Source: an optimization exercise on an open RTL-to-GDS flow (aim: small area). Production flows keep margins and buffers that such runs may drop.
Only simulation tests tie the RTL to the original design; equivalence was not proved.
No activity file was given, so power comes from the tool's default toggle rates.

==> flow/design.v <==
module jdo_rca #(
    parameter W = 8
) (
    input  wire [W-1:0] a,
    input  wire [W-1:0] b,
    input  wire         ci,
    output wire [W-1:0] s,
    output wire         co
);
    wire [W:0] c;
    assign c[0] = ci;
    genvar i;
    generate for (i = 0; i < W; i = i + 1) begin : g_bit
        assign s[i]   = a[i] ^ b[i] ^ c[i];
        assign c[i+1] = (a[i] & b[i]) | (c[i] & (a[i] ^ b[i]));
    end endgenerate
    assign co = c[W];
endmodule
module jdo_coord_non (
    input  wire [11:0] raw,
    output wire [6:0]  coord
);
    wire [3:0]  lo;
    wire        c4, c16;
    wire [11:0] hi;
    jdo_rca #(4)  a_lo (.a(~raw[3:0]), .b(raw[11:8]), .ci(1'b1), .s(lo), .co(c4));
    jdo_rca #(12) a_hi (.a(raw), .b({4'hF, ~raw[11:4]}), .ci(c4), .s(hi), .co(c16));
    assign coord = hi[11:5];
endmodule
module jdo_coord_inv (
    input  wire [11:0] raw,
    output wire [5:0]  coord
);
    wire [2:0]  lo;
    wire        c3, c15;
    wire [11:0] hi;
    jdo_rca #(3)  a_lo (.a(raw[2:0]), .b(~raw[11:9]), .ci(1'b1), .s(lo), .co(c3));
    jdo_rca #(12) a_hi (.a(~raw), .b({3'h7, raw[11:3]}), .ci(c3), .s(hi), .co(c15));
    assign coord = hi[11:6];
endmodule
module jdo_duty_map (
    input  wire [11:0] raw,
    output wire [10:0] hi,      
    output wire        sat      
);
    wire [11:0] nz;             
    assign nz[0] = 1'b0;
    genvar i;
    generate for (i = 0; i < 11; i = i + 1) begin : g_nz
        assign nz[i+1] = nz[i] | raw[i];
    end endgenerate
    wire neg = ~raw[11];
    assign sat = neg & ~nz[11];
    assign hi  = (raw[10:0] ^ ({11{neg}} & nz[10:0])) | {11{sat}};
endmodule
module jdo (
    input  wire        clk,
    input  wire        rst,          
    input  wire [31:0] op,           
    input  wire [31:0] now,          
    output wire [15:0] pwm_out0,
    output wire [15:0] pwm_out1,
    output wire [16:0] disp_out,
    output wire        ind_out,
    output wire [31:0] result_out,
    output wire        fault_out
);
    localparam [31:0] DEBOUNCE_W = 32'd200000;
    reg [31:0] last_a, last_j;
    reg        va, vj;           
    reg        mod_en;
    reg        bj;               
    reg        pend_a, pend_j;
    reg [11:0] rx, ry;
    reg        vr;               
    reg        dm;               
    reg [10:0] pwm0_hi, pwm1_hi;
    reg        pwm0_sat, pwm1_sat;
    reg        disp_b;
    reg [5:0]  disp_inv;
    reg [6:0]  disp_non;
    reg [2:0]  phase;
    reg        faulted;
    reg [2:0]  fault_code;
    reg [31:0] result;
    wire [3:0]  opc  = op[31:28];
    wire        src  = op[27];
    wire [3:0]  idx  = op[3:0];
    wire z26 = (op[26:24] == 3'd0);
    wire z27 = z26 & ~op[27];
    wire z23 = (op[23:12] == 12'd0);
    wire z11 = (op[11:4] == 8'd0);
    wire z3  = (op[3:0] == 4'd0);
    wire is_nop    = (opc == 4'h0);
    wire is_fall   = (opc == 4'h1);
    wire is_svc    = (opc == 4'h2);
    wire is_sample = (opc == 4'h3);
    wire is_loopnz = (opc >= 4'h4) && (opc <= 4'h8);
    wire is_mapcn  = (opc == 4'h9);
    wire is_mapci  = (opc == 4'hA);
    wire is_mapd   = (opc == 4'hB);
    wire is_map    = is_mapcn | is_mapci | is_mapd;
    wire is_read   = (opc == 4'hC);
    wire illegal_op = (opc >= 4'hD);
    wire res_ok =
        ((is_nop | is_loopnz) & z27 & z23 & z11 & z3) |
        ((is_fall | is_svc)   & z26 & z23 & z11 & z3) |
        (is_sample & z27) |
        (is_map    & z27 & z23) |
        (is_read   & z27 & z23 & z11);
    wire reserved_field = !illegal_op && !res_ok;
    wire in_phase = (opc == {1'b0, phase} + 4'd3);
    wire is_loop  = is_sample | is_loopnz;
    wire pend_s   = src ? pend_j : pend_a;
    wire bad_reg  = (idx > 4'd10);
    wire seq_fault = is_loop & ~in_phase;
    wire spur      = is_svc & ~pend_s;
    wire exec_fault = seq_fault | spur | (is_read & bad_reg);
    wire raise = illegal_op | reserved_field | exec_fault;
    wire [2:0] raise_code = illegal_op ? 3'd1 : reserved_field ? 3'd2 :
                            seq_fault ? 3'd3 : spur ? 3'd4 : 3'd5;
    wire ok = ~raise;
    wire [11:0] u = is_map ? op[11:0] : rx;
    wire [11:0] v = is_map ? op[11:0] : ry;
    wire [6:0]  non_v;
    wire [5:0]  inv_u;
    wire [10:0] du_hi, dv_hi;
    wire        du_sat, dv_sat;
    jdo_coord_non cn (.raw(v), .coord(non_v));
    jdo_coord_inv ci (.raw(u), .coord(inv_u));
    jdo_duty_map  d0 (.raw(u), .hi(du_hi), .sat(du_sat));
    jdo_duty_map  d1 (.raw(v), .hi(dv_hi), .sat(dv_sat));
    wire        sel_j    = is_svc ? src : op[1];
    wire [31:0] last_s   = ({32{~sel_j & va}} & last_a) | ({32{sel_j & vj}} & last_j);
    wire [32:0] bc;
    wire [31:0] delta;
    assign bc[0] = 1'b1;
    genvar gi;
    generate for (gi = 0; gi < 32; gi = gi + 1) begin : g_sub
        wire nl = ~last_s[gi];
        assign delta[gi]  = now[gi] ^ nl ^ bc[gi];
        assign bc[gi+1]   = (now[gi] & nl) | (bc[gi] & (now[gi] ^ nl));
    end endgenerate
    wire [18:0] gt;
    assign gt[0] = 1'b0;
    generate for (gi = 0; gi < 18; gi = gi + 1) begin : g_cmp
        if (DEBOUNCE_W[gi]) assign gt[gi+1] = delta[gi] & gt[gi];
        else                assign gt[gi+1] = delta[gi] | gt[gi];
    end endgenerate
    wire accept = gt[18] | (|delta[31:18]);
    wire ph2 = (phase == 3'd2);
    wire ph4 = (phase == 3'd4);
    wire nr  = ~rst;
    wire rd  = is_read & nr;
    wire r0  = rd & (idx == 4'd0);
    wire r12 = rd & ((idx == 4'd1) | (idx == 4'd2));
    wire r3  = rd & (idx == 4'd3);
    wire r4  = rd & (idx == 4'd4) & vr;
    wire r5  = rd & (idx == 4'd5);
    wire r6  = rd & (idx == 4'd6);
    wire r7  = rd & (idx == 4'd7);
    wire r8  = rd & (idx == 4'd8);
    wire r9  = rd & (idx == 4'd9);
    wire r10 = rd & (idx == 4'd10);
    wire s_non  = (is_mapcn & nr) | (r7 & ph4);
    wire s_invl = is_mapci & nr;
    wire s_invh = r7 & ph4;
    wire s_dv   = r5 & ph2 & dm;
    wire s_du   = (is_mapd & nr) | s_dv;
    wire s_pwm  = r6 | (r5 & ~ph2);
    wire s_disp = r8 | (r7 & ~ph4);
    wire [15:0] du = {du_hi, {5{du_sat}}};
    wire [15:0] dv = {dv_hi, {5{dv_sat}}};
    wire [15:0] pwm0 = {pwm0_hi, {5{pwm0_sat}}};
    wire [15:0] pwm1 = {pwm1_hi, {5{pwm1_sat}}};
    wire [15:0] disp16 = {2'd0, disp_inv, 1'b0, disp_non};
    wire [31:0] result_next =
        ({32{s_non}}  & {25'd0, non_v}) |
        ({32{s_invl}} & {26'd0, inv_u}) |
        ({32{s_invh}} & {18'd0, inv_u, 8'd0}) |
        ({32{s_du}}   & {16'd0, du}) |
        ({32{s_dv}}   & {dv, 16'd0}) |
        ({32{s_pwm}}  & {pwm1, pwm0}) |
        ({32{s_disp}} & {16'd0, disp16}) |
        ({32{r8}}     & {15'd0, disp_b, 16'd0}) |
        ({32{r0}}     & {29'd0, bj, bj, mod_en}) |
        ({32{r12}}    & last_s) |
        ({32{r3}}     & {30'd0, pend_j, pend_a}) |
        ({32{r4}}     & {8'd0, ry, rx}) |
        ({32{r9}}     & {29'd0, phase}) |
        ({32{r10}}    & {25'd0, fault_code, 3'd0, faulted});
    wire do_loop = ok & is_loop;
    wire wr_res  = ok & (is_map | is_read);
    wire svc_ok  = ok & is_svc;
    wire we_a    = svc_ok & ~src & accept;
    wire we_j    = svc_ok &  src & accept;
    wire do_samp = do_loop & (opc == 4'h3);
    wire do_act  = do_loop & (opc == 4'h5);
    wire do_rend = do_loop & (opc == 4'h7);
    always @(posedge clk) begin
        if (rst | wr_res)
            result <= result_next;
        if (we_a) last_a <= now;
        if (we_j) last_j <= now;
        if (do_samp) begin
            rx <= op[11:0];
            ry <= op[23:12];
        end
        if (do_loop && opc == 4'h4)
            dm <= mod_en;
    end
    always @(posedge clk) begin
        if (rst) begin
            va         <= 1'b0;
            vj         <= 1'b0;
            vr         <= 1'b0;
            mod_en     <= 1'b1;
            bj         <= 1'b0;
            pend_a     <= 1'b0;
            pend_j     <= 1'b0;
            disp_b     <= 1'b0;
            disp_inv   <= 6'd0;
            disp_non   <= 7'd0;
            phase      <= 3'd0;
            faulted    <= 1'b0;
            fault_code <= 3'd0;
        end else begin
            if (raise) begin
                if (!faulted)
                    fault_code <= raise_code;
                faulted <= 1'b1;
            end
            if (ok & is_fall) begin
                if (src == 1'b0) pend_a <= 1'b1;
                else             pend_j <= 1'b1;
            end
            if (svc_ok) begin
                if (src == 1'b0) pend_a <= 1'b0;
                else             pend_j <= 1'b0;
            end
            if (we_a) begin
                va     <= 1'b1;
                mod_en <= !mod_en;
            end
            if (we_j) begin
                vj <= 1'b1;
                bj <= !bj;
            end
            if (do_loop)
                phase <= (phase == 3'd5) ? 3'd0 : phase + 3'd1;
            if (do_samp)
                vr <= 1'b1;
            if (do_rend) begin
                disp_b   <= bj;
                disp_inv <= inv_u;
                disp_non <= non_v;
            end
        end
    end
    wire pwm_ld = dm & nr;
    always @(posedge clk) begin
        if (rst | do_act) begin
            pwm0_hi  <= du_hi & {11{pwm_ld}};
            pwm0_sat <= du_sat & pwm_ld;
            pwm1_hi  <= dv_hi & {11{pwm_ld}};
            pwm1_sat <= dv_sat & pwm_ld;
        end
    end
    assign pwm_out0   = pwm0;
    assign pwm_out1   = pwm1;
    assign disp_out   = {disp_b, disp16};
    assign ind_out    = bj;
    assign result_out = result;
    assign fault_out  = faulted;
endmodule
==> flow/run.sh <==
#!/bin/bash
# synth_recipe.tcl (not shown) runs the flow's synth.tcl, then flattens the netlist and writes it again
# the make line also repeats each setting of config.mk as NAME=value (left out here)
make -C /OpenROAD-flow-scripts/flow DESIGN_CONFIG=/design/flow/config.mk WORK_HOME=/design/flow/orfs CLKGATE_MAP_FILE= SYNTH_SCRIPT=/design/flow/synth_recipe.tcl finish
==> flow/config.mk <==
export PLATFORM = sky130hd
export DESIGN_NAME = jdo
export DESIGN_NICKNAME = jdo
export VERILOG_FILES = /design/flow/design.v
export SDC_FILE = /design/flow/constraint.sdc
export NUM_CORES = 4
export LEC_CHECK = 0
export CAP_MARGIN = 20
export CORE_MARGIN = 2
export CORE_UTILIZATION = 40
export SLEW_MARGIN = 20
==> flow/constraint.sdc <==
create_clock -name core_clock -period 25.0 [get_ports {clk}]
set_input_delay 5.0000 -clock core_clock [delete_from_list [all_inputs] [get_ports {clk}]]
set_output_delay 5.0000 -clock core_clock [all_outputs]
set_load 0.01 [all_outputs]
==> impl_metrics.py, run 1 <==
metrics = {
    "cells_and_area": {
        "finalCoreUtilization_pct": 49.31,
        "fin_nets": 1184,
        "nFillCells": 2281,
        "final_cell_mix": "edfxtp_1, clkdlybuf4s50_1, nor2_1",
        "diodes": 0,
        "layout.area.seq_mm2": 0.004915,
        "multi_input_area_mm2": 0.004674,
        "drive_above_1_share_pct": 7.210,
        "area_delta_synth_final_pct": 21.60,
        "final_cells": 1398,
    },
    "detailed_routing": {
        "wl_met3_um": 2550,
        "vias": 8362,
        "routed.top_layer": "met4",
        "dr.pass1.iters": 6,
        "drt_iter0_drc": 912,
        "postRouteWirelength_um": 32380,
        "avgViaCountPerCell": 5.981,
        "ant_nets": 0,
        "wl_per_cell_um": 23.16,
        "met2_length_um": 15570,
        "met1Wirelength_um": 13500,
        "drc": 0,
    },
    "floorplan": {
        "dieArea_mm2": 0.02667,
        "die_w_um": 163.3,
        "ios": 149,
        "num_rows": 58,
        "start_util_pct": 40.55,
        "core_area_mm2": 0.02504,
        "die_y_um": 163.3,
    },
    "worst_setup_path": {
        "worstPathMaxFanout": 30,
        "critPathLaunchType": "input port",
        "end_kind": "register",
        "slowest_stage": "mux2_2",
        "cp_data_arrival_time_ns": 20.93,
        "cp.required_ns": 25.12,
        "path_class": "input port to register",
        "crit_top_cell": "fa_1",
        "max_stage_delay_ns": 0.73,
    },
    "pwr": {
        "pwr-share-seq_pct": 48.6,
        "pwr-share-comb_pct": 11.6,
        "clkPwrFrac_pct": 39.8,
        "swShare_pct": 25.76,
        "p_per_area_mw_per_mm2": 53.14,
        "peakVddDrop_mv": 0.03150,
        "p_switching_uw": 169.0,
        "internal-power_uw": 487.0,
        "p_leak_uw": 0.004404,
    },
    "clock_tree": {
        "clockRootBuffer": "clkbuf_16",
        "cts_num_sinks": 173,
        "cts_tree": "built",
        "clockBufferDepth": 2,
        "numCtsBuffers": 17,
        "ctsResizeCount": 0,
        "clk_pin_slew_worst_paths_ns": 0.06,
        "htreeDepth": 4,
        "clk-insertion-delay-late_ns": 0.44,
        "ctsHoldBuffers": 0,
        "postCtsSetupBuffers": 0,
    },
    "place": {
        "dp.cells": 1366,
        "dpl.hpwl_um": 24180,
        "io_buffers": 145,
        "globalplace.congestion": 0.9595,
        "pre_cts_slack_ns": 3.722,
    },
    "outcome": {
        "status": "finished clean",
    },
    "sta": {
        "rsz0062_at_grt": "no",
        "finalHoldViolCount": 0,
        "period_minus_slack_ns": 20.82,
        "worst_pin_slew_ns": 1.046,
        "timing.final.crit_share_pct": 83.27,
        "max_freq_mhz": 48.04,
        "drv_slew": 0,
        "setup_tns_ns": 0,
        "setup_viol": 0,
        "maxSlewHeadroom_pct": 30.12,
        "finalClockSkew_ns": 0.01052,
        "fin_ws_ns": 4.183,
    },
    "synthesis": {
        "ys_seq_area_share_pct": 48.41,
        "avgSynthCellArea_um2": 10.72,
        "ys_types": 79,
        "async_flop_share_pct": 0,
        "ys_warn_count": 1,
        "synth_edf_count": 145,
        "synth_area_leaders": "edfxtp_1, fa_1, dfxtp_1",
        "ys.flop_type": "edfxtp_1",
        "synth_cells": 947,
        "synth_area_leader_cell": "edfxtp_1",
        "synth_seq_cells": 173,
        "netlist_area_mm2": 0.01015,
        "synth_top_area_share_pct": 42.89,
    },
    "hold_path": {
        "worst_hold_path_type": "register to register",
    },
    "grt": {
        "overflow": 0,
        "grt_pass1_wl_um": 48840,
        "grt_start_max_net_pins": 37,
        "grt_pass1_vias": 7963,
        "grt_antenna_before_repair": 0,
        "grt_usage_pct": 24.68,
    },
    "run": {
        "drv_cap": 0,
    },
}
-- synth_stat cells (4+ instances only) --
cell type / count
nand3b_1: 6
a31oi_1: 27
and3_1: 38
buf_4: 15
inv_1: 61
a22oi_1: 14
o22ai_1: 8
dfxtp_1: 28
nor3_1: 19
ha_1: 27
o21a_1: 6
a211oi_1: 11
edfxtp_1: 145
a21o_1: 8
o221ai_1: 14
nor2_1: 77
mux2i_1: 11
fa_1: 36
nand2b_1: 9
o31ai_1: 7
nor4_1: 9
o31a_1: 4
nand2_1: 49
nor2b_1: 10
o21ai_0: 35
o211ai_1: 10
a221oi_1: 8
a211o_1: 5
nand4_1: 7
buf_2: 14
a211oi_2: 10
xnor2_1: 8
a21oi_1: 61
nand3_1: 24
o2bb2ai_1: 4
or3_1: 10
buf_1: 4
xor2_1: 4
clkbuf_1: 36
and2_1: 7
or4_1: 5
-- critical path, delay by kind of cell --
family                     cells  cell delay [ns]
xor gates and xnor gates       2             0.36
adders and majority gates     31            11.31
buffers and inverters         15             1.95
muxes                          1             0.73
and+or+nand+nor                5             1.55
-- registers in the layout, indices dropped and copies added, names as in the netlist, 3 cells and up, named ones only --
| name | flops |
|---|---|
| disp_inv | 6 |
| disp_non | 7 |
| fault_code | 3 |
| last_a | 32 |
| last_j | 32 |
| phase | 3 |
| pwm0_hi | 11 |
| pwm1_hi | 11 |
| result | 32 |
| rx | 12 |
| ry | 12 |
-- power groups by stage --
| stage | registers (µW) | logic [µW] | clock network, µW |
|---|---|---|---|
| 6_report | 319 | 76.1 | 261 |
| 5_1_grt | 319 | 82.4 | 274 |
| 4_1_cts | 319 | 75.5 | 262 |
| 3_5_place_dp | 325 | 74.9 | 0 |
| 3_3_place_gp | 325 | 74.7 | 0 |
| 2_1_floorplan | 327 | 36.3 | 0 |
-- worst paths after layout --
| path | from | endpoint | depth (start not counted) | slack (ns) |
|---|---|---|---|---|
| worst max-delay path | op[31] | last_j[9] | 54 | 4.18 |
| worst min-delay path | vr | vr | 1 | 0.47 |
| worst max register to register | vj | last_j[9] | 49 | 10.36 |
| worst min register to register | vr | vr | 1 | 0.47 |
-- kinds of logic (layout without fill, tap and decap cells) --
kind of cell / count (synthesis) / after routing / synth area share, %
AOI/OAI and AO/OA: 262 / 262 / 17.92
buffers and inverters: 133 / 252 / 5.792
other: 1 / 3 / 0.03694
and+or+nand+nor: 289 / 289 / 14.96
xor gates and xnor gates: 12 / 12 / 1.035
DFF: 173 / 173 / 48.41
muxes: 14 / 14 / 1.417
adders and majority gates: 63 / 63 / 10.43
-- layout make-up --
| cell class | count | share of cell area [%] |
|---|---|---|
| Clock buffer | 18 | 3.476 |
| Clock inverter | 14 | 1.074 |
| Inverter | 62 | 1.885 |
| Multi-Input combinational cell | 643 | 37.86 |
| Sequential cell | 173 | 39.81 |
| Tap cell | 330 | 3.344 |
| Timing Repair Buffer | 158 | 12.55 |
-- metal layers --
metal	vias to the layer above	GRT usage, %
li1	3749	-
met1	4166	32.95
met2	381	40.45
met3	66	4.571
met4	0	8.407
met5	-	0
-- stage by stage --
stage	hold slack, ns	area (µm²)	total power (µW)
final	0.4679	12350	656.0
after CTS	0.4704	12340	656.4
after floorplan	0.4338	10160	362.9
after global routing	0.4892	12350	675.7
after detailed placement	0.4558	11780	400.4
after global placement	0.4477	11780	400.2
==> run 2, diff against run 1 <==
--- a/flow/design.v
+++ b/flow/design.v
@@ -12,7 +12,7 @@
     genvar i;
     generate for (i = 0; i < W; i = i + 1) begin : g_bit
         assign s[i]   = a[i] ^ b[i] ^ c[i];
-        assign c[i+1] = (a[i] & b[i]) | (c[i] & (a[i] ^ b[i]));
+        assign c[i+1] = (a[i] & b[i]) | (a[i] & c[i]) | (b[i] & c[i]);
     end endgenerate
     assign co = c[W];
 endmodule
@@ -139,7 +139,7 @@
     generate for (gi = 0; gi < 32; gi = gi + 1) begin : g_sub
         wire nl = ~last_s[gi];
         assign delta[gi]  = now[gi] ^ nl ^ bc[gi];
-        assign bc[gi+1]   = (now[gi] & nl) | (bc[gi] & (now[gi] ^ nl));
+        assign bc[gi+1]   = (now[gi] & nl) | (now[gi] & bc[gi]) | (nl & bc[gi]);
     end endgenerate
     wire [18:0] gt;
     assign gt[0] = 1'b0;
@@ -151,7 +151,7 @@
     wire ph2 = (phase == 3'd2);
     wire ph4 = (phase == 3'd4);
     wire nr  = ~rst;
-    wire rd  = is_read & nr;
+    wire rd  = is_read & nr & ok;
     wire r0  = rd & (idx == 4'd0);
     wire r12 = rd & ((idx == 4'd1) | (idx == 4'd2));
     wire r3  = rd & (idx == 4'd3);
@@ -162,11 +162,12 @@
     wire r8  = rd & (idx == 4'd8);
     wire r9  = rd & (idx == 4'd9);
     wire r10 = rd & (idx == 4'd10);
-    wire s_non  = (is_mapcn & nr) | (r7 & ph4);
-    wire s_invl = is_mapci & nr;
+    wire mp  = nr & ok;
+    wire s_non  = (is_mapcn & mp) | (r7 & ph4);
+    wire s_invl = is_mapci & mp;
     wire s_invh = r7 & ph4;
     wire s_dv   = r5 & ph2 & dm;
-    wire s_du   = (is_mapd & nr) | s_dv;
+    wire s_du   = (is_mapd & mp) | s_dv;
     wire s_pwm  = r6 | (r5 & ~ph2);
     wire s_disp = r8 | (r7 & ~ph4);
     wire [15:0] du = {du_hi, {5{du_sat}}};
@@ -198,8 +199,7 @@
     wire do_act  = do_loop & (opc == 4'h5);
     wire do_rend = do_loop & (opc == 4'h7);
     always @(posedge clk) begin
-        if (rst | wr_res)
-            result <= result_next;
+        result <= (result & {32{~rst & ~wr_res}}) | result_next;
         if (we_a) last_a <= now;
         if (we_j) last_j <= now;
         if (do_samp) begin
@@ -218,9 +218,6 @@
             bj         <= 1'b0;
             pend_a     <= 1'b0;
             pend_j     <= 1'b0;
-            disp_b     <= 1'b0;
-            disp_inv   <= 6'd0;
-            disp_non   <= 7'd0;
             phase      <= 3'd0;
             faulted    <= 1'b0;
             fault_code <= 3'd0;
@@ -250,21 +247,20 @@
                 phase <= (phase == 3'd5) ? 3'd0 : phase + 3'd1;
             if (do_samp)
                 vr <= 1'b1;
-            if (do_rend) begin
-                disp_b   <= bj;
-                disp_inv <= inv_u;
-                disp_non <= non_v;
-            end
         end
     end
-    wire pwm_ld = dm & nr;
+    wire pwm_ld  = do_act & dm & nr;
+    wire pwm_hd  = ~do_act & nr;
+    wire disp_ld = do_rend & nr;
+    wire disp_hd = ~do_rend & nr;
     always @(posedge clk) begin
-        if (rst | do_act) begin
-            pwm0_hi  <= du_hi & {11{pwm_ld}};
-            pwm0_sat <= du_sat & pwm_ld;
-            pwm1_hi  <= dv_hi & {11{pwm_ld}};
-            pwm1_sat <= dv_sat & pwm_ld;
-        end
+        pwm0_hi  <= (du_hi & {11{pwm_ld}}) | (pwm0_hi & {11{pwm_hd}});
+        pwm0_sat <= (du_sat & pwm_ld) | (pwm0_sat & pwm_hd);
+        pwm1_hi  <= (dv_hi & {11{pwm_ld}}) | (pwm1_hi & {11{pwm_hd}});
+        pwm1_sat <= (dv_sat & pwm_ld) | (pwm1_sat & pwm_hd);
+        disp_b   <= (bj & disp_ld) | (disp_b & disp_hd);
+        disp_inv <= (inv_u & {6{disp_ld}}) | (disp_inv & {6{disp_hd}});
+        disp_non <= (non_v & {7{disp_ld}}) | (disp_non & {7{disp_hd}});
     end
     assign pwm_out0   = pwm0;
     assign pwm_out1   = pwm1;
==> flow/flow/run.sh (new file) <==
#!/bin/bash
set -euo pipefail
export BUFFER_PORTS_ARGS="-buffer_cell sky130_fd_sc_hd__buf_1"
export CTS_ARGS="-sink_clustering_enable -repair_clock_nets -sink_clustering_size 12 -sink_clustering_max_diameter 60 -root_buf sky130_fd_sc_hd__clkbuf_8 -buf_list sky130_fd_sc_hd__clkbuf_8 -dont_use_dummy_load"
bash standard.sh > flow_make.log 2>&1
==> flow/standard.sh (new file) <==
#!/bin/bash
# synth_recipe.tcl (not shown) runs the flow's synth.tcl, then flattens the netlist and writes it again
# the make line also repeats each setting of config.mk as NAME=value (left out here)
make -C /OpenROAD-flow-scripts/flow DESIGN_CONFIG=/design/flow/config.mk WORK_HOME=/design/flow/orfs CLKGATE_MAP_FILE= SYNTH_SCRIPT=/design/flow/synth_recipe.tcl "${@:-finish}"
--- a/flow/config.mk
+++ b/flow/config.mk
@@ -7,5 +7,5 @@
 export LEC_CHECK = 0
 export CAP_MARGIN = 20
 export CORE_MARGIN = 2
-export CORE_UTILIZATION = 40
+export CORE_UTILIZATION = 60
 export SLEW_MARGIN = 20
removed: flow/run.sh
==> impl_metrics.py, run 2 <==
metrics = {
    "outcome": {
        "status": "finished clean",
    },
    "sta": {
        "max_freq_mhz": 47.87,
        "worst_pin_slew_ns": 1.058,
        "setup_tns_ns": 0,
        "drv_slew": 0,
        "finalClockSkew_ns": 0.02737,
        "timing.hold.ws_ns": 0.4600,
        "rsz0062_at_grt": "no",
        "maxSlewHeadroom_pct": 29.44,
        "timing.final.crit_share_pct": 83.56,
        "setup_viol": 0,
        "fin_ws_ns": 4.109,
        "period_minus_slack_ns": 20.89,
        "finalHoldViolCount": 0,
    },
    "place": {
        "pre_cts_slack_ns": 3.592,
        "io_buffers": 145,
        "dpl.hpwl_um": 22180,
        "globalplace.congestion": 0.9636,
        "placed_cell_area_mm2": 0.01036,
    },
    "synthesis": {
        "synth_seq_cells": 173,
        "synth_edf_count": 89,
        "synth_top_family_by_area": "compound AO/OA/AOI/OAI gates",
        "synth_most_common_cell": "edfxtp_1",
        "synth-xor-area-share_pct": 1.703,
        "synth_compound_area_share_pct": 23.20,
        "synth_area_leaders": "edfxtp_1, dfxtp_1, fa_1",
        "async_flop_share_pct": 0,
        "yosys.area_share.simple_pct": 14.05,
        "avgSynthCellArea_um2": 10.49,
        "ys_seq_area_share_pct": 44.56,
        "ys_warn_count": 1,
        "synthAdderAreaFrac_pct": 9.297,
        "synth_area_leader_cell": "edfxtp_1",
        "netlist_area_mm2": 0.009771,
        "ys.flop_type": "edfxtp_1",
        "synth_cells": 931,
        "synth_top_area_share_pct": 27.35,
        "synth_common_cells": "edfxtp_1, dfxtp_1, nand2_1",
        "muxShareOfSynthArea_pct": 1.140,
        "ys_types": 86,
    },
    "worst_setup_path": {
        "crit_top_cell": "fa_1",
        "cp_data_arrival_time_ns": 21.02,
        "slowest_stage": "a2111oi_4",
        "ff2ff_setup_slack_ns": 9.65,
        "path_class": "input port to register",
        "worstPathMaxFanout": 31,
        "critPathLaunchType": "input port",
        "end_kind": "register",
        "max_stage_delay_ns": 0.82,
        "cp.required_ns": 25.13,
    },
    "detailed_routing": {
        "drc": 0,
        "ant_nets": 0,
        "postRouteWirelength_um": 29500,
        "avgViaCountPerCell": 6.717,
        "wl_per_cell_um": 23.47,
        "vias": 8443,
        "drt_iter0_drc": 1027,
        "dr.pass1.iters": 6,
    },
    "run": {
        "drv_cap": 0,
    },
    "grt": {
        "grt_antenna_before_repair": 0,
        "grt_pass1_vias": 7936,
        "grt_start_max_net_pins": 35,
        "grt_pass1_wl_um": 45890,
        "grt_usage_pct": 34.38,
        "overflow": 0,
    },
    "cells_and_area": {
        "nFillCells": 1347,
        "layout.area.seq_mm2": 0.004354,
        "final_cell_mix": "buf_1, edfxtp_1, dfxtp_1",
        "multi_input_area_mm2": 0.004873,
        "layout_commonest_cell": "buf_1",
        "fin_area_mm2": 0.01060,
        "area_delta_synth_final_pct": 8.477,
        "diodes": 0,
        "fin_nets": 1156,
        "drive_above_1_share_pct": 7.012,
        "largestRegisters": "last_a: 32 flops, last_j: 32 flops, result: 32 flops",
    },
    "clock_tree": {
        "clk-insertion-delay-late_ns": 0.47,
        "htreeDepth": 4,
        "ctsResizeCount": 0,
        "postCtsSetupBuffers": 0,
        "cts_tree": "built",
        "clockBufferDepth": 2,
        "clk_pin_slew_worst_paths_ns": 0.07,
        "ctsHoldBuffers": 0,
        "clockRootBuffer": "clkbuf_8",
        "cts_num_sinks": 173,
        "numCtsBuffers": 17,
    },
    "floorplan": {
        "core_area_mm2": 0.01589,
        "start_util_pct": 61.51,
        "die_w_um": 131.6,
        "die_y_um": 131.6,
        "ios": 149,
        "num_rows": 46,
        "dieArea_mm2": 0.01732,
    },
    "pwr": {
        "p_per_area_mw_per_mm2": 47.29,
        "peakVddDrop_mv": 0.03223,
        "p_leak_uw": 0.003627,
    },
    "hold_path": {
        "worst_hold_path_type": "register to register",
    },
}
run 2: changes by cell type after synthesis, moves of 22 or more:
cell,before,now
a31oi_1,27,5
a22o_1,2,27
dfxtp_1,28,84
and3_1,38,16
nor2_1,77,46
edfxtp_1,145,89
run 2: final timing paths:
path	start	end	cells after the start
max	op[29]	last_j[30]	53
min	result[27]	result[27]	2
max reg2reg	vj	last_j[30]	50
min reg2reg	result[27]	result[27]	2
run 2: cell families after synthesis:
logic type                 Yosys count
muxes                               11
other                                1
AOI/OAI and AO/OA                  297
xor gates and xnor gates            19
buffers and inverters              125
adders and majority gates           52
and+or+nand+nor                    253
DFF                                173
run 2: metal layers:
metal	wire [µm]	GRT usage [%]	up-vias
li1	-	-	3765
met1	11760	46.16	4115
met2	14030	56.02	496
met3	2878	7.176	67
met4	834	11.17	0
met5	0	0	-
run 2: layout make-up:
cell class	count	share of cell area [%]
multi-input combinational	635	45.98
inverter	56	1.983
tap	216	2.550
timing repair buffer	160	6.198
sequential	173	41.08
clock buffer	17	2.208
run 2: through the flow:
stage | util, % | std cells | total power [µW]
CTS | 66.72 | 1257 | 501.2
floorplan | - | 933 | 337.6
global route | 66.72 | 1257 | 517.6
global placement | 65.25 | 1240 | 355.6
finish | 66.72 | 1257 | 501.2
detailed placement | 65.25 | 1240 | 355.9
run 2: where the power goes:
part           internal (µW)  switching [µW]  total, µW
clock network           60.1            89.9        150
registers                298           0.349        298
logic                   16.4            36.6       53.0
run 2: critical path: cells and delay by family:
family                   cells  cell delay, ns
buffers and inverters       14            1.90
multiplexers                 1            0.43
AND/OR/NAND/NOR              3            0.84
AO/OA/AOI/OAI                3            1.25
XOR/XNOR                     1            0.20
adder cells (fa/ha/maj)     31           11.37
==> run 3, diff against run 2 <==
==> flow/flow/run.sh (replaced) <==
#!/bin/bash
set -euo pipefail
export POST_FLOORPLAN_TCL="$PWD/flow/port_bufs.tcl"
export BUFFER_PORTS_ARGS="-buffer_cell sky130_fd_sc_hd__buf_1"
export CTS_ARGS="-sink_clustering_enable -repair_clock_nets -sink_clustering_size 12 -sink_clustering_max_diameter 60 -root_buf sky130_fd_sc_hd__clkbuf_8 -buf_list sky130_fd_sc_hd__clkbuf_8 -dont_use_dummy_load"
bash standard.sh > flow_make.log 2>&1
==> flow/flow/port_bufs.tcl (new file) <==
# POST_FLOORPLAN hook: remove the buffers that synthesis put in front of
# output ports (several ports on one net, or a constant). Global placement's
# buffer_ports then gives every output port a buffer of its own, as it does
# for all other ports.
set bufs {}
foreach inst [get_cells *] {
  if {![get_property [get_lib_cells -of_objects $inst] is_buffer]} continue
  foreach pin [get_pins -of_objects $inst -filter "direction==output"] {
    if {[llength [get_ports -quiet -of_objects [get_nets -of_objects $pin]]] > 0} {
      lappend bufs $inst
    }
  }
}
puts "port_bufs.tcl: removing [llength $bufs] buffers in front of output ports"
if {[llength $bufs] > 0} { remove_buffers $bufs }
--- a/flow/config.mk
+++ b/flow/config.mk
@@ -7,5 +7,5 @@
 export LEC_CHECK = 0
 export CAP_MARGIN = 20
 export CORE_MARGIN = 2
-export CORE_UTILIZATION = 60
+export CORE_UTILIZATION = 70
 export SLEW_MARGIN = 20
==> impl_metrics.py, run 3 <==
metrics = {
    "place": {
        "io_buffers": 145,
        "placed_cell_area_mm2": 0.01031,
        "globalplace.congestion": 0.9849,
        "pre_cts_slack_ns": 3.710,
        "dpl.hpwl_um": 21560,
    },
    "floorplan": {
        "die_w_um": 122.1,
        "core_area_mm2": 0.01377,
        "die_y_um": 122.1,
        "start_util_pct": 70.94,
        "dieArea_mm2": 0.01492,
        "ios": 149,
        "num_rows": 43,
    },
    "cells_and_area": {
        "fin_area_mm2": 0.01055,
        "fin_nets": 1155,
        "drive_above_1_share_pct": 7.019,
        "layout_commonest_cell": "buf_1",
        "diodes": 0,
        "final_cell_mix": "buf_1, edfxtp_1, dfxtp_1",
        "nFillCells": 954,
        "area_delta_synth_final_pct": 7.991,
        "largestRegisters": "last_a: 32 flops, last_j: 32 flops, result: 32 flops",
    },
    "synthesis": {
        "synth_area_leaders": "edfxtp_1, dfxtp_1, fa_1",
        "async_flop_share_pct": 0,
        "synth_edf_count": 89,
        "synth_most_common_cell": "edfxtp_1",
        "ys_types": 86,
        "muxShareOfSynthArea_pct": 1.140,
        "synth_compound_area_share_pct": 23.20,
        "synth_seq_cells": 173,
        "ys.flop_type": "edfxtp_1",
        "yosys.area_share.simple_pct": 14.05,
        "synthAdderAreaFrac_pct": 9.297,
        "synth_top_area_share_pct": 27.35,
        "synth_common_cells": "edfxtp_1, dfxtp_1, nand2_1",
        "ys_warn_count": 1,
        "avgSynthCellArea_um2": 10.49,
        "synth_area_leader_cell": "edfxtp_1",
        "synth_top_family_by_area": "compound AO/OA/AOI/OAI gates",
        "synth-xor-area-share_pct": 1.703,
        "ys_seq_area_share_pct": 44.56,
        "synth_cells": 931,
        "netlist_area_mm2": 0.009771,
    },
    "sta": {
        "timing.final.crit_share_pct": 83.81,
        "rsz0062_at_grt": "no",
        "finalClockSkew_ns": 0.02949,
        "max_freq_mhz": 47.73,
        "drv_slew": 0,
        "setup_viol": 0,
        "maxSlewHeadroom_pct": 25.90,
        "finalHoldViolCount": 0,
        "worst_pin_slew_ns": 1.112,
        "fin_ws_ns": 4.049,
        "period_minus_slack_ns": 20.95,
        "setup_tns_ns": 0,
    },
    "grt": {
        "grt_antenna_before_repair": 0,
        "grt_pass1_wl_um": 44320,
        "grt_usage_pct": 40.06,
        "overflow": 0,
        "grt_start_max_net_pins": 33,
        "grt_pass1_vias": 8079,
    },
    "clock_tree": {
        "clockBufferDepth": 2,
        "cts_num_sinks": 173,
        "postCtsSetupBuffers": 0,
        "ctsHoldBuffers": 0,
        "numCtsBuffers": 17,
        "cts_tree": "built",
        "htreeDepth": 4,
        "clk_pin_slew_worst_paths_ns": 0.07,
        "clk-insertion-delay-late_ns": 0.47,
        "ctsResizeCount": 0,
        "clockRootBuffer": "clkbuf_8",
    },
    "detailed_routing": {
        "avgViaCountPerCell": 7.075,
        "drt_iter0_drc": 1243,
        "drc": 0,
        "ant_nets": 0,
        "wl_per_cell_um": 24.25,
        "postRouteWirelength_um": 29590,
        "dr.pass1.iters": 6,
        "vias": 8632,
    },
    "outcome": {
        "status": "finished clean",
    },
    "worst_setup_path": {
        "path_class": "input port to register",
        "critPathTopFamily": "adder cells",
        "cp.required_ns": 25.11,
        "crit_top_cell": "fa_1",
        "path_buf_inv": 14,
        "max_stage_delay_ns": 0.63,
        "slowest_stage": "a2111oi_4",
        "end_kind": "register",
        "cp_data_arrival_time_ns": 21.06,
        "worstPathMaxFanout": 31,
        "critPathLaunchType": "input port",
        "critPathLaunch": "op[29]",
        "ff2ff_setup_slack_ns": 9.68,
        "reg2reg_from": "vj",
    },
    "pwr": {
        "p_leak_uw": 0.003625,
        "p_per_area_mw_per_mm2": 47.33,
        "total_power_uw": 499.4,
        "peakVddDrop_mv": 0.07398,
    },
    "hold_path": {
        "worst_hold_path_type": "register to register",
        "hold_start": "result[27]",
    },
    "run": {
        "drv_cap": 0,
    },
}
==> run 3: cell type report <==
| cell class | count | area, µm² | area share, % |
|---|---|---|---|
| Inverter | 56 | 210.2 | 1.992 |
| Clock buffer | 17 | 234.0 | 2.217 |
| Tap cell | 180 | 225.2 | 2.134 |
| Multi-Input combinational cell | 635 | 4878 | 46.23 |
| Sequential cell | 173 | 4354 | 41.27 |
| Timing Repair Buffer | 159 | 649.4 | 6.154 |
==> run 3: tightest hold or removal path, cell delays in order, from the launching register on <==
cell     delay, ns
dfxtp_1       0.33
nand2_1       0.05
nand4_1       0.05
==> run 3: report_power, final <==
group	total, µW	internal (µW)	switching (µW)
clock network	148	60.1	87.8
registers	298	298	0.350
logic	53.3	16.3	36.9
total	499	374	125
==> run 3: metrics by stage <==
step / utilization [%] / std cells / hold slack (ns)
2_1_floorplan: - / 933 / 0.4429
5_1_grt: 76.61 / 1220 / 0.4888
6_report: 76.61 / 1220 / 0.4605
3_3_place_gp: 74.87 / 1203 / 0.4474
3_5_place_dp: 74.87 / 1203 / 0.4452
4_1_cts: 76.57 / 1220 / 0.4619
==> run 3: cell families (layout without fill, tap and decap cells) <==
kind of cell | Yosys count | after routing
AOI/OAI and AO/OA | 297 | 297
xor gates and xnor gates | 19 | 19
adders and majority gates | 52 | 52
buffers and inverters | 125 | 232
DFF | 173 | 173
muxes | 11 | 11
other | 1 | 3
and+or+nand+nor | 253 | 253
==> run 3: path summary, 6_finish.rpt <==
kind / endpoint / depth (start not counted)
worst min register to register: result[27] / 2
worst max register to register: last_j[20] / 50
worst max-delay path: last_j[20] / 53
worst min-delay path: result[27] / 2
==> run 3: layer usage <==
layer	vias to the layer above	routed length [µm]	track usage, %
met5	-	0	0
met3	112	4033	11.80
met1	4090	11240	55.66
met2	683	12960	58.73
met4	0	1350	17.39
li1	3747	-	-
==> run 4, diff against run 3 <==
--- a/flow/config.mk
+++ b/flow/config.mk
@@ -7,5 +7,5 @@
 export LEC_CHECK = 0
 export CAP_MARGIN = 20
 export CORE_MARGIN = 2
-export CORE_UTILIZATION = 70
+export CORE_UTILIZATION = 60
 export SLEW_MARGIN = 20
==> impl_metrics.py, run 4 <==
metrics = {
    "outcome": {
        "status": "finished clean",
    },
    "detailed_routing": {
        "dr.pass1.iters": 6,
        "ant_nets": 0,
        "vias": 8451,
        "wl_per_cell_um": 23.20,
        "drc": 0,
        "avgViaCountPerCell": 6.712,
        "drt_iter0_drc": 1309,
        "postRouteWirelength_um": 29210,
    },
    "pwr": {
        "peakVddDrop_mv": 0.04050,
        "p_leak_uw": 0.003638,
        "p_per_area_mw_per_mm2": 47.04,
    },
    "worst_setup_path": {
        "worstPathMaxFanout": 34,
        "cp.required_ns": 25.37,
        "reg2reg_from": "vj",
        "cp_data_arrival_time_ns": 20.76,
        "reg2reg_depth": 52,
        "path_buf_inv": 14,
        "path_class": "input port to register",
        "max_stage_delay_ns": 0.52,
        "end_kind": "register",
        "critPathTopFamily": "adder cells",
        "crit_top_cell": "fa_1",
        "slowest_stage": "nor4b_2",
        "critPathLaunchType": "input port",
        "critical_path_depth": 55,
        "critPathLaunch": "op[29]",
    },
    "synthesis": {
        "synth_cells": 931,
        "ys.flop_type": "edfxtp_1",
        "synth_edf_count": 89,
        "ys_seq_area_share_pct": 44.56,
        "synth_most_common_cell": "edfxtp_1",
        "avgSynthCellArea_um2": 10.49,
        "synth_common_cells": "edfxtp_1, dfxtp_1, nand2_1",
        "netlist_area_mm2": 0.009771,
        "synth_area_leader_cell": "edfxtp_1",
        "synth_top_area_share_pct": 27.35,
        "async_flop_share_pct": 0,
        "ys_types": 86,
        "synth_area_leaders": "edfxtp_1, dfxtp_1, fa_1",
        "synth_seq_cells": 173,
        "ys_warn_count": 1,
    },
    "clock_tree": {
        "postCtsSetupBuffers": 0,
        "htreeDepth": 4,
        "ctsResizeCount": 0,
        "numCtsBuffers": 17,
        "ctsHoldBuffers": 0,
        "clockRootBuffer": "clkbuf_8",
        "clk-insertion-delay-late_ns": 0.48,
        "cts_num_sinks": 173,
        "clockBufferDepth": 2,
        "cts_tree": "built",
        "clk_pin_slew_worst_paths_ns": 0.08,
    },
    "floorplan": {
        "ios": 149,
        "die_w_um": 131.6,
        "core_area_mm2": 0.01589,
        "die_y_um": 131.6,
        "dieArea_mm2": 0.01732,
        "start_util_pct": 61.51,
        "num_rows": 46,
    },
    "grt": {
        "grt_antenna_before_repair": 0,
        "grt_start_max_net_pins": 35,
        "grt_pass1_vias": 7794,
        "overflow": 0,
        "grt_pass1_wl_um": 45080,
        "grt_usage_pct": 33.92,
    },
    "place": {
        "io_buffers": 145,
        "globalplace.congestion": 0.9568,
        "dpl.hpwl_um": 21750,
    },
    "hold_path": {
        "min_path_cells": 2,
        "worst_hold_path_type": "register to register",
        "hold_start": "result[27]",
    },
    "sta": {
        "maxSlewHeadroom_pct": 36.89,
        "setup_tns_ns": 0,
        "period_minus_slack_ns": 20.40,
        "worst_pin_slew_ns": 0.9431,
        "finalHoldViolCount": 0,
        "drv_slew": 0,
        "rsz0062_at_grt": "no",
        "setup_viol": 0,
        "timing.final.crit_share_pct": 81.59,
        "max_freq_mhz": 49.03,
        "finalClockSkew_ns": 0.03233,
    },
    "cells_and_area": {
        "area_delta_synth_final_pct": 8.682,
        "drive_above_1_share_pct": 7.287,
        "diodes": 0,
        "final_cell_mix": "buf_1, edfxtp_1, dfxtp_1",
        "largestRegisters": "last_a: 32 flops, last_j: 32 flops, result: 32 flops",
        "fin_nets": 1158,
        "finalCoreUtilization_pct": 66.85,
        "nFillCells": 1338,
        "layout_commonest_cell": "buf_1",
    },
    "run": {
        "drv_cap": 0,
    },
}
[run 4: cell counts after synthesis]
Identical to the previous run, type by type.
[run 4: stage by stage]
stage               cells  total power (µW)  hold slack [ns]  cell area, µm²  setup slack, ns
floorplan             933             337.6           0.4429            9778            5.072
global placement     1242             355.7           0.4425           10380            4.345
detailed placement   1242             356.0           0.4530           10390            4.083
CTS                  1259             499.5           0.4684           10620            4.563
global route         1259             515.6           0.4988           10620            3.700
finish               1259             499.5           0.4631           10620            4.604
[run 4: final timing paths]
| kind | to | slack (ns) |
|---|---|---|
| setup reg to reg | mod_en | 10.22 |
| hold reg to reg | result[27] | 0.46 |
| hold / removal | result[27] | 0.46 |
| setup / recovery | mod_en | 4.60 |
[run 4: routing by layer]
layer	vias to the layer above	share of wire (%)	global-route usage (%)
li1	3763	-	-
met1	4031	42	51.31
met2	582	43	48.89
met3	75	12	7.485
met4	0	2.9	9.964
met5	-	0	0
[run 4: cell type report]
cell class              count  area, µm²  share of cell area, %
inverters                  56      210.2                  1.980
clock buffers              17      234.0                  2.203
well taps                 216      270.3                  2.545
multi-input cells         635       4878                  45.94
flip-flops and latches    173       4354                  41.00
repair buffers            162      671.9                  6.327
[run 4: worst min-delay path, stage by stage (launching register included)]
cell	delay [ns]
dfxtp_1	0.33
nand2_1	0.05
nand4_1	0.06
[run 4: cells by family after synthesis]
kind of cell | share of synthesized area (%)
fa+ha+maj | 9.297
buf+inv | 6.006
simple gates | 14.05
compound gates | 23.20
mux | 1.140
flops | 44.56
other cells | 0.03838
xor+xnor | 1.703
[run 4: where the power goes]
part | internal [µW] | total [µW] | switching, µW
clock network | 60.0 | 148 | 88.4
logic | 16.5 | 52.8 | 36.4
registers | 298 | 298 | 0.337
==> run 5, diff against run 4 <==
--- a/flow/design.v
+++ b/flow/design.v
@@ -109,7 +109,18 @@
         (is_map    & z27 & z23) |
         (is_read   & z27 & z23 & z11);
     wire reserved_field = !illegal_op && !res_ok;
-    wire in_phase = (opc == {1'b0, phase} + 4'd3);
+    reg in_phase;
+    always @(*) begin
+        case (phase)
+            3'd0:    in_phase = (opc == 4'h3);
+            3'd1:    in_phase = (opc == 4'h4);
+            3'd2:    in_phase = (opc == 4'h5);
+            3'd3:    in_phase = (opc == 4'h6);
+            3'd4:    in_phase = (opc == 4'h7);
+            3'd5:    in_phase = (opc == 4'h8);
+            default: in_phase = 1'b0;
+        endcase
+    end
     wire is_loop  = is_sample | is_loopnz;
     wire pend_s   = src ? pend_j : pend_a;
     wire bad_reg  = (idx > 4'd10);
@@ -244,7 +255,14 @@
                 bj <= !bj;
             end
             if (do_loop)
-                phase <= (phase == 3'd5) ? 3'd0 : phase + 3'd1;
+                case (phase)
+                    3'd0:    phase <= 3'd1;
+                    3'd1:    phase <= 3'd2;
+                    3'd2:    phase <= 3'd3;
+                    3'd3:    phase <= 3'd4;
+                    3'd4:    phase <= 3'd5;
+                    default: phase <= 3'd0;
+                endcase
             if (do_samp)
                 vr <= 1'b1;
         end
==> flow/config.mk (replaced) <==
export PLATFORM = sky130hd
export DESIGN_NAME = jdo
export DESIGN_NICKNAME = jdo
export VERILOG_FILES = /design/flow/design.v
export SDC_FILE = /design/flow/constraint.sdc
export NUM_CORES = 4
export LEC_CHECK = 0
export CAP_MARGIN = 0
export CORE_MARGIN = 2
export CORE_UTILIZATION = 70
export SLEW_MARGIN = 0
==> impl_metrics.py, run 5 <==
metrics = {
    "outcome": {
        "status": "finished clean",
    },
    "worst_setup_path": {
        "critPathLaunchType": "input port",
        "worstPathMaxFanout": 32,
        "cp_data_arrival_time_ns": 20.34,
        "path_class": "input port to register",
        "cp.required_ns": 25.11,
        "slowest_stage": "mux2i_1",
        "end_kind": "register",
        "crit_top_cell": "fa_1",
        "max_stage_delay_ns": 0.57,
    },
    "clock_tree": {
        "cts_num_sinks": 173,
        "ctsResizeCount": 0,
        "ctsHoldBuffers": 0,
        "numCtsBuffers": 17,
        "htreeDepth": 4,
        "clk_pin_slew_worst_paths_ns": 0.08,
        "clockBufferDepth": 2,
        "clk-insertion-delay-late_ns": 0.47,
        "cts_tree": "built",
        "clockRootBuffer": "clkbuf_8",
        "postCtsSetupBuffers": 0,
    },
    "sta": {
        "worst_pin_slew_ns": 1.180,
        "rsz0062_at_grt": "no",
        "max_freq_mhz": 49.43,
        "fin_ws_ns": 4.768,
        "period_minus_slack_ns": 20.23,
        "maxSlewHeadroom_pct": 21.30,
        "finalClockSkew_ns": 0.02784,
        "drv_slew": 0,
        "timing.final.crit_share_pct": 80.93,
        "finalHoldViolCount": 0,
        "setup_viol": 0,
        "setup_tns_ns": 0,
    },
    "synthesis": {
        "ys.flop_type": "edfxtp_1",
        "ys_seq_area_share_pct": 45.41,
        "synth_cells": 932,
        "synth_edf_count": 89,
        "synth_common_cells": "nand2_1, edfxtp_1, dfxtp_1",
        "ys_warn_count": 1,
        "avgSynthCellArea_um2": 10.29,
        "ys_types": 91,
        "synth_area_leaders": "edfxtp_1, dfxtp_1, fa_1",
        "async_flop_share_pct": 0,
        "synth_area_leader_cell": "edfxtp_1",
        "synth_most_common_cell": "nand2_1",
        "synth_seq_cells": 173,
        "synth_top_area_share_pct": 27.87,
        "netlist_area_mm2": 0.009588,
    },
    "pwr": {
        "p_per_area_mw_per_mm2": 47.83,
        "p_leak_uw": 0.003559,
        "peakVddDrop_mv": 0.05132,
    },
    "cells_and_area": {
        "diodes": 0,
        "fin_nets": 1155,
        "drive_above_1_share_pct": 7.273,
        "layout.area.seq_mm2": 0.004354,
        "nFillCells": 904,
        "area_delta_synth_final_pct": 7.934,
        "final_cell_mix": "buf_1, nand2_1, edfxtp_1",
        "layout_commonest_cell": "buf_1",
        "multi_input_area_mm2": 0.004658,
        "largestRegisters": "last_a: 32 flops, last_j: 32 flops, result: 32 flops",
    },
    "detailed_routing": {
        "avgViaCountPerCell": 6.839,
        "drt_iter0_drc": 1107,
        "ant_nets": 0,
        "vias": 8350,
        "postRouteWirelength_um": 28120,
        "drc": 0,
        "dr.pass1.iters": 6,
        "wl_per_cell_um": 23.03,
    },
    "grt": {
        "grt_pass1_wl_um": 43150,
        "overflow": 0,
        "grt_usage_pct": 39.53,
        "grt_start_max_net_pins": 35,
        "grt_antenna_before_repair": 0,
        "grt_pass1_vias": 7786,
    },
    "place": {
        "globalplace.congestion": 0.9940,
        "io_buffers": 145,
        "dpl.hpwl_um": 20960,
        "pre_cts_slack_ns": 4.429,
    },
    "floorplan": {
        "die_w_um": 121.0,
        "dieArea_mm2": 0.01465,
        "start_util_pct": 72.12,
        "die_y_um": 121.0,
        "core_area_mm2": 0.01330,
        "ios": 149,
        "num_rows": 42,
    },
    "run": {
        "drv_cap": 0,
    },
    "hold_path": {
        "worst_hold_path_type": "register to register",
    },
}
==> run 5: changes by cell type after synthesis, moves of 6 or more <==
| cell | previous run | this run |
|---|---|---|
| nand2_1 | 61 | 91 |
| a22o_1 | 27 | 19 |
| a222oi_1 | 17 | 6 |
| o211ai_1 | 15 | 7 |
| o2bb2ai_1 | 11 | 2 |
| nor3_1 | 22 | 14 |
| o21ai_1 | 15 | 3 |
| o21ai_2 | 0 | 6 |
| o21a_1 | 1 | 7 |
| a2bb2oi_1 | 2 | 17 |
| nand3_1 | 23 | 35 |
| o21ai_0 | 30 | 55 |
| o211ai_2 | 8 | 0 |
==> run 5: worst max-delay path, delay by kind of cell <==
kind / cells / cell delay (ns)
AND/OR/NAND/NOR: 3 / 0.79
XOR/XNOR: 2 / 0.37
multiplexers: 1 / 0.57
adder cells (fa/ha/maj): 31 / 11.39
AO/OA/AOI/OAI: 2 / 0.39
buffers and inverters: 14 / 1.83
==> run 5: stage by stage <==
stage	area (µm²)	utilization, %	power [µW]	cells	hold slack (ns)
floorplan	9595	-	336.6	934	0.4406
global placement	10110	76.08	353.0	1204	0.4375
detailed placement	10110	76.08	353.5	1204	0.4387
CTS	10350	77.84	494.2	1221	0.4584
global route	10350	77.84	509.1	1221	0.4907
finish	10350	77.84	495.0	1221	0.4561
==> run 5: layout make-up <==
type	instances	area share [%]
clock buffers	17	2.261
inverters	54	1.959
multi-input cells	638	45.01
flip-flops and latches	173	42.07
well taps	176	2.128
repair buffers	163	6.565
==> run 5: worst paths after layout <==
path | start | end | slack, ns | depth (start not counted)
worst max-delay path | op[29] | last_a[10] | 4.77 | 53
worst min-delay path | result[20] | result[20] | 0.46 | 2
worst max register to register | va | last_a[10] | 10.22 | 50
worst min register to register | result[20] | result[20] | 0.46 | 2
==> run 5: power by group <==
group | switching, µW | internal, µW
combinational | 34.9 | 15.8
clock | 85.9 | 60.0
sequential | 0.378 | 298
==> run 5: cell families (layout without fill, tap and decap cells) <==
kind of cell / Yosys count / after routing / synth area share, %
adder cells (fa/ha/maj): 45 / 45 / 8.613
multiplexers: 8 / 8 / 0.8613
other: 1 / 3 / 0.03911
flip-flops: 173 / 173 / 45.41
AO/OA/AOI/OAI: 280 / 280 / 21.04
buffers and inverters: 123 / 234 / 6.355
XOR/XNOR: 22 / 22 / 2.010
AND/OR/NAND/NOR: 280 / 280 / 15.67
==> run 5: layer usage <==
layer,global-route usage [%],vias up,part of all wire (%)
met3,12.31,91,14
met4,17.15,0,4.4
met2,58.29,622,44
met1,54.09,3958,38
li1,-,3679,-
met5,0,-,0
==> run 6, diff against run 5 <==
--- a/flow/config.mk
+++ b/flow/config.mk
@@ -5,7 +5,7 @@
 export SDC_FILE = /design/flow/constraint.sdc
 export NUM_CORES = 4
 export LEC_CHECK = 0
-export CAP_MARGIN = 0
+export CAP_MARGIN = 20
 export CORE_MARGIN = 2
 export CORE_UTILIZATION = 70
-export SLEW_MARGIN = 0
+export SLEW_MARGIN = 20
==> impl_metrics.py, run 6 <==
metrics = {
    "clock_tree": {
        "numCtsBuffers": 17,
        "cts_num_sinks": 173,
        "htreeDepth": 4,
        "cts_tree": "built",
        "clockBufferDepth": 2,
        "postCtsSetupBuffers": 0,
        "clk-insertion-delay-late_ns": 0.47,
        "clockRootBuffer": "clkbuf_8",
        "ctsResizeCount": 0,
        "clk_pin_slew_worst_paths_ns": 0.08,
        "ctsHoldBuffers": 0,
    },
    "worst_setup_path": {
        "path_buf_inv": 14,
        "crit_top_cell": "fa_1",
        "end_kind": "register",
        "critPathLaunchType": "input port",
        "max_stage_delay_ns": 0.57,
        "critPathTopFamily": "adder cells",
        "path_class": "input port to register",
        "cp_data_arrival_time_ns": 20.34,
        "slowest_stage": "mux2i_1",
        "cp.required_ns": 25.11,
        "ff2ff_setup_slack_ns": 10.21,
        "worstPathMaxFanout": 32,
    },
    "pwr": {
        "swShare_pct": 24.48,
        "pwr-share-comb_pct": 10.2,
        "internal-power_uw": 373.7,
        "p_switching_uw": 121.1,
        "peakVddDrop_mv": 0.05137,
        "p_leak_uw": 0.003559,
        "clkPwrFrac_pct": 29.5,
        "p_per_area_mw_per_mm2": 47.81,
        "pwr-share-seq_pct": 60.3,
    },
    "cells_and_area": {
        "area_delta_synth_final_pct": 7.947,
        "final_cells": 1221,
        "diodes": 0,
        "largestRegisters": "last_a: 32 flops, last_j: 32 flops, result: 32 flops",
        "layout_commonest_cell": "buf_1",
        "fin_area_mm2": 0.01035,
        "fin_nets": 1155,
        "final_cell_mix": "buf_1, nand2_1, edfxtp_1",
        "drive_above_1_share_pct": 7.368,
        "finalCoreUtilization_pct": 77.85,
    },
    "synthesis": {
        "avgSynthCellArea_um2": 10.29,
        "async_flop_share_pct": 0,
        "synth_cells": 932,
        "synth_seq_cells": 173,
        "ys_types": 91,
        "synth_edf_count": 89,
        "ys.flop_type": "edfxtp_1",
        "ys_warn_count": 1,
        "synth_area_leader_cell": "edfxtp_1",
        "synth_most_common_cell": "nand2_1",
        "netlist_area_mm2": 0.009588,
        "synth_top_area_share_pct": 27.87,
        "synth_area_leaders": "edfxtp_1, dfxtp_1, fa_1",
        "ys_seq_area_share_pct": 45.41,
        "synth_common_cells": "nand2_1, edfxtp_1, dfxtp_1",
    },
    "sta": {
        "finalHoldViolCount": 0,
        "maxSlewHeadroom_pct": 36.58,
        "drv_slew": 0,
        "max_freq_mhz": 49.43,
        "timing.final.crit_share_pct": 80.92,
        "rsz0062_at_grt": "no",
        "setup_tns_ns": 0,
        "worst_pin_slew_ns": 0.9414,
        "setup_viol": 0,
        "finalClockSkew_ns": 0.02859,
        "period_minus_slack_ns": 20.23,
        "timing.hold.ws_ns": 0.4561,
    },
    "detailed_routing": {
        "drc": 0,
        "postRouteWirelength_um": 28100,
        "vias": 8333,
        "dr.pass1.iters": 6,
        "avgViaCountPerCell": 6.825,
        "drt_iter0_drc": 1107,
        "ant_nets": 0,
        "wl_per_cell_um": 23.01,
    },
    "place": {
        "io_buffers": 145,
        "dpl.hpwl_um": 20960,
        "dp.cells": 1204,
        "globalplace.congestion": 0.9940,
        "placed_cell_area_mm2": 0.01011,
    },
    "floorplan": {
        "core_area_mm2": 0.01330,
        "dieArea_mm2": 0.01465,
        "num_rows": 42,
        "die_w_um": 121.0,
        "start_util_pct": 72.12,
        "ios": 149,
        "die_y_um": 121.0,
    },
    "grt": {
        "grt_usage_pct": 39.53,
        "grt_pass1_vias": 7786,
        "overflow": 0,
        "grt_start_max_net_pins": 35,
        "grt_pass1_wl_um": 43150,
        "grt_antenna_before_repair": 0,
    },
    "hold_path": {
        "worst_hold_path_type": "register to register",
    },
    "outcome": {
        "status": "finished clean",
    },
    "run": {
        "drv_cap": 0,
    },
}
-- run 6: cell counts after synthesis --
No cell type changed its count.
-- run 6: power groups by stage --
| stage | clock network, µW | registers, µW | logic, µW |
|---|---|---|---|
| after CTS | 147 | 298 | 49.2 |
| after global routing | 156 | 298 | 54.7 |
| after global placement | 0 | 305 | 48.3 |
| after detailed placement | 0 | 305 | 48.8 |
| after floorplan | 0 | 305 | 31.9 |
| final | 146 | 298 | 50.7 |
-- run 6: final timing paths --
kind | endpoint | cells past startpoint | start
max reg2reg | last_a[10] | 50 | va
min | result[20] | 2 | result[20]
min reg2reg | result[20] | 2 | result[20]
max | last_a[10] | 53 | op[29]
-- run 6: cell type report --
type                       count  area (µm²)
multi-input combinational    638        4659
sequential                   173        4354
fill                         903        2945
timing repair buffer         163       679.4
clock buffer                  17       234.0
tap                          176       220.2
inverter                      54       202.7
-- run 6: layer usage --
layer  part of all wire, %  vias up  track usage (%)
li1                      -     3679                -
met1                    38     3950            54.09
met2                    44      610            58.29
met3                    14       94            12.31
met4                   4.5        0            17.15
met5                     0        -                0
-- run 6: stage by stage --
| step | power, µW | worst slack (ns) |
|---|---|---|
| floorplan | 336.6 | 4.874 |
| global placement | 353.0 | 4.876 |
| detailed placement | 353.5 | 4.429 |
| CTS | 494.2 | 4.831 |
| global route | 509.1 | 3.996 |
| finish | 494.9 | 4.770 |
-- run 6: cell families (layout without fill, tap and decap cells) --
group                      Yosys count  after routing  synth area share, %
AOI/OAI and AO/OA                  280            280                21.04
buffers and inverters              123            234                6.355
muxes                                8              8               0.8613
other                                1              3              0.03911
DFF                                173            173                45.41
and+or+nand+nor                    280            280                15.67
adders and majority gates           45             45                8.613
xor gates and xnor gates            22             22                2.010
-- run 6: tightest hold or removal path, delay by kind of cell (launching register included) --
family / cells / cell delay, ns
simple gates: 2 / 0.10
flops: 1 / 0.33

==> afterwards: timing with drivers on the ports <==
The flow's constraints put no driver on any port. The routed layouts listed below were extracted and timed again, unchanged, in two steps.
Step 1 assumes that a clkbuf_16 drives the clock port and a buf_2 every other input.
Step 2 adds t to the input delays and takes it off the output delays; t is the mean of the earliest and latest rising clock arrival at the registers after step 1. Input paths then give back, and output paths get back, about the clock's delay inside the block.
Three values: ideal, step 1, step 2; two values: the first two.
run | t (ns) | setup slack, ns | hold WS [ns] | worst register clock-pin slew, ns
run 1 | 0.483 | 4.183 / 4.209 / 3.726 | 0.468 / 0.468 / 0.468 | 0.07 / 0.07
run 2 | 0.502 | 4.109 / 4.121 / 3.619 | 0.460 / 0.460 / 0.460 | 0.10 / 0.10
run 3 | 0.495 | 4.049 / 4.062 / 3.567 | 0.460 / 0.460 / 0.460 | 0.09 / 0.09
run 4 | 0.508 | 4.603 / 4.620 / 4.113 | 0.463 / 0.463 / 0.463 | 0.10 / 0.10
run 5 | 0.499 | 4.768 / 4.784 / 4.285 | 0.456 / 0.456 / 0.456 | 0.09 / 0.09
run 6 | 0.499 | 4.770 / 4.786 / 4.286 | 0.456 / 0.456 / 0.456 | 0.09 / 0.09
After both steps every run listed still meets setup and hold.
